Context: an optimization exercise on an open-source flow, tuned for small area. The choices shown serve that exercise and are no tape-out recipe. In this exercise RTL edits were held to simulation tests only and were not proved equivalent to the original. Power figures rest on the tool's default switching activity, not on a simulated workload.

## red
==> flow/design.v (excerpt) <==
module annette_desc_block (
    input  wire        clk,
    input  wire        rst,           
    input  wire [31:0] table_base,
    input  wire        cpl0,
    output wire        cmd_ready,
    input  wire        cmd_valid,
    input  wire [7:0]  cmd,
    input  wire [31:0] base_in,
    input  wire [31:0] limit_in,
    input  wire [7:0]  access_in,
    input  wire [63:0] rec_in,
    input  wire        res_rd,
    input  wire        wr_valid,
    input  wire [31:0] wr_addr,
    input  wire [1:0]  wr_size,
    output wire [63:0] res,
    output wire [7:0]  status,
    output wire        mem_we,
    output wire [31:0] mem_addr,
    output wire [63:0] mem_wdata,
    input  wire        mem_ready,
    output wire        gdtr_we,
    output wire [15:0] gdtr_limit,
    output wire [31:0] gdtr_base
);
export LEC_CHECK = 0
export CAP_MARGIN = 20
export CORE_MARGIN = 2
export CORE_UTILIZATION = 40
export CTS_BUF_LIST = sky130_fd_sc_hd__clkbuf_8
export SLEW_MARGIN = 20
create_clock -name core_clock -period 10.0 [get_ports {clk}]
run.sh (not shown) runs the stock make flow with config.mk's settings and CLKGATE_MAP_FILE= SYNTH_SCRIPT=/design/flow/synth_recipe.tcl, a recipe that flattens the netlist after the stock synthesis.
The following lists how blue was set up differently from red:
==> flow/flow/run.sh (new file) <==
#!/bin/bash
# The standard layout (standard.sh, unchanged synthesis and steps) with
# two placement/CTS choices:
#  - every input and output port still gets its own buffer, made from the
#    smallest buffer cell (buf_1) instead of the default pick;
#  - clock tree from clkbuf_8 cells, without CTS dummy loads.
# Each run's full output goes to standard.log in this folder.
export BUFFER_PORTS_ARGS="-buffer_cell sky130_fd_sc_hd__buf_1"
export CTS_ARGS="-sink_clustering_enable -repair_clock_nets -buf_list sky130_fd_sc_hd__clkbuf_8 -dont_use_dummy_load"
export SKIP_REPAIR_TIE_FANOUT=1
bash standard.sh > standard.log 2>&1
==> flow/standard.sh (new file) <==
#!/bin/bash
# synth_recipe.tcl (not shown) runs the flow's synth.tcl, then flattens the netlist and writes it again
# the make line also repeats each setting of config.mk as NAME=value (left out here)
make -C /OpenROAD-flow-scripts/flow DESIGN_CONFIG=/design/flow/config.mk WORK_HOME=/design/flow/orfs CLKGATE_MAP_FILE= SYNTH_SCRIPT=/design/flow/synth_recipe.tcl "${@:-finish}"
diff --git a/flow/config.mk b/flow/config.mk
--- a/flow/config.mk
+++ b/flow/config.mk
@@ -11 +10,0 @@
-export CTS_BUF_LIST = sky130_fd_sc_hd__clkbuf_8
removed: flow/run.sh
Results
When the final numbers for blue and red were put side by side, the setup slack at placement turned out to be smaller in red. In summary, blue completed successfully, with a layout that passed the timing, design-rule and antenna checks. blue vs red: clock transition at the registers of the reported paths down in blue. Taking red as the reference, in blue total chip power now sits lower; worst setup slack rose 0.81 ns; post-layout net count went down; post-route cell area lower. [compare] base=red new=blue: number of standard cells in the final layout excluding fillers moved down, overall via count from detail_route moved down, global-route wire length before repair moved down.
## Diff of input files: green against blue
diff --git a/flow/flow/run.sh b/flow/flow/run.sh
--- a/flow/flow/run.sh
+++ b/flow/flow/run.sh
@@ -10 +9,0 @@
-export SKIP_REPAIR_TIE_FANOUT=1
Results
Delta (green minus blue): design internal power was more or less identical; global-route wire length before repair went down by 1.1 mm; total placed instance area went up by about 4%. green: final total power lower than blue. Between blue and green, the flow reports wire length decreasing by a few percent. Final cell area: green above blue.
#### Input delta (orange over green)
diff --git a/flow/flow/run.sh b/flow/flow/run.sh
--- a/flow/flow/run.sh
+++ b/flow/flow/run.sh
@@ -3 +3 @@
-# two placement/CTS choices:
+# three placement/CTS choices:
@@ -6 +6,3 @@
-#  - clock tree from clkbuf_8 cells, without CTS dummy loads.
+#  - clock tree from clkbuf_8 cells, without CTS dummy loads;
+#  - constant outputs share the tie cells synthesis made (one per value)
+#    instead of one tie cell per output.
@@ -9,0 +12 @@
+export SKIP_REPAIR_TIE_FANOUT=1
==> comparison <==
Re total non-filler cell area in the finished layout: orange is about 3.6% down on green. Worst endpoint data arrival time (orange over green): decrease, 0.09 ns. Number of signal-net buffers in the layout, orange vs green: down slightly. Summary of orange over green: sequential share of layout area shows an increase of 0.72 points; post-placement worst setup slack saw an increase. The setup slack of orange is larger than that of green. met1 usage in global routing was higher in the run labelled green. Switching share of power is lower on green. Summary: global-route wire length before repair, orange worse than green.

========
Another version of the RTL of annette_desc_block (not shown whole).
For scale: about 700 cells after synthesis, about 68 flip-flops, ~440 I/O pins.
Settings: LEC_CHECK=0, CAP_MARGIN=20, CORE_MARGIN=2, CORE_UTILIZATION=40, SLEW_MARGIN=20; clock period 10.0 ns.
standard.sh (not shown) runs the stock make flow with config.mk's settings and CLKGATE_MAP_FILE= SYNTH_SCRIPT=/design/flow/synth_recipe.tcl, a recipe that flattens the netlist after the stock synthesis.
==> flow/flow/run.sh <==
#!/bin/bash
# The standard layout (standard.sh, unchanged synthesis and steps) with
# two placement/CTS choices:
#  - every input and output port still gets its own buffer, made from the
#    smallest buffer cell (buf_1) instead of the default pick;
#  - clock tree from clkbuf_8 cells, without CTS dummy loads.
# Each run's full output goes to standard.log in this folder.
export BUFFER_PORTS_ARGS="-buffer_cell sky130_fd_sc_hd__buf_1"
export CTS_ARGS="-sink_clustering_enable -repair_clock_nets -buf_list sky130_fd_sc_hd__clkbuf_8 -dont_use_dummy_load"
bash standard.sh > standard.log 2>&1
Edit:
==> flow/flow/run.sh (replaced) <==
#!/bin/bash
# The standard layout (standard.sh, unchanged synthesis and steps) with
# three placement/CTS choices:
#  - every input and output port still gets its own buffer, made from the
#    smallest buffer cell (buf_1) instead of the default pick;
#  - clock tree from clkbuf_8 cells, without CTS dummy loads;
#  - constant outputs share the tie cells synthesis made (one per value)
#    instead of one tie cell per output.
# Each run's full output goes to standard.log in this folder.
export BUFFER_PORTS_ARGS="-buffer_cell sky130_fd_sc_hd__buf_1"
export CTS_ARGS="-sink_clustering_enable -repair_clock_nets -buf_list sky130_fd_sc_hd__clkbuf_8 -dont_use_dummy_load"
export SKIP_REPAIR_TIE_FANOUT=1
bash standard.sh > standard.log 2>&1
Effect:
- worst setup slack is worse by 34 ps
- clock skew fell by 9.8 ps
- power is about the same
- clock-buffer cell count stays the same
- cell area fell by a few percent
- area after synthesis is unchanged
- wire length fell by a few percent
- hold slack is better by 3.3 ps
- sequential share of layout area rose by 0.74 points
- via count fell slightly
- global-route usage fell by 0.28 points
Edit:
==> flow/flow/run.sh (replaced) <==
#!/bin/bash
# The standard layout (standard.sh, unchanged synthesis and steps) with
# three placement/CTS choices:
#  - every input and output port still gets its own buffer, made from the
#    smallest buffer cell (buf_1) instead of the default pick;
#  - clock tree from buf_6 cells, without CTS dummy loads;
#  - constant outputs share the tie cells synthesis made (one per value)
#    instead of one tie cell per output.
# Each run's full output goes to standard.log in this folder.
export BUFFER_PORTS_ARGS="-buffer_cell sky130_fd_sc_hd__buf_1"
export CTS_ARGS="-sink_clustering_enable -repair_clock_nets -buf_list sky130_fd_sc_hd__buf_6 -dont_use_dummy_load"
export SKIP_REPAIR_TIE_FANOUT=1
bash standard.sh > standard.log 2>&1
The new run completed with no timing, DRC or antenna violations.
Via count barely changes.
Utilization fell by 0.16 points.
Final area falls by 0.34%.
Worst hold slack is about the same.
Die area stays the same.
Clock power drops by about 5%.
Wire length stays flat.
Power went down by 1.3%.
Setup slack improved by 26 ps.
Count of clock-buffer cells in the layout is unchanged.

re-timing with driven ports:
No port has a modelled driver above. Below, the same layouts with a new extraction and two added sets of constraints.
Step 1 sets driving cells, clkbuf_16 on the clock port and buf_2 on the other inputs (assumed; they add their load-dependent delay and slew).
Step 2 adds t to the input delays and takes it off the output delays; t is the mean of the earliest and latest rising clock arrival at the registers after step 1. Input paths then give back, and output paths get back, about the clock's delay inside the block.
Three values: ideal, step 1, step 2; two values: the first two.
| run | t, ns | slack for setup (ns) | slew at the worst register clock pin (ns) |
|---|---|---|---|
| red | 0.394 | 1.708 / 1.683 / 1.683 | 0.09 / 0.09 |
| blue | 0.379 | 2.521 / 2.499 / 2.499 | 0.09 / 0.09 |
| green | 0.373 | 2.427 / 2.406 / 2.406 | 0.09 / 0.09 |
| orange | 0.379 | 2.521 / 2.499 / 2.499 | 0.09 / 0.09 |
| the first run of note 2 | 0.378 | 2.464 / 2.441 / 2.441 | 0.09 / 0.09 |
| the second run of note 2 | 0.373 | 2.430 / 2.408 / 2.408 | 0.09 / 0.09 |
| the third run of note 2 | 0.341 | 2.456 / 2.434 / 2.434 | 0.10 / 0.10 |
After both steps every run listed still meets setup and hold. The setup slack of red, which loses most, moves by -0.025 ns with the drivers and by -0.025 ns with both steps.
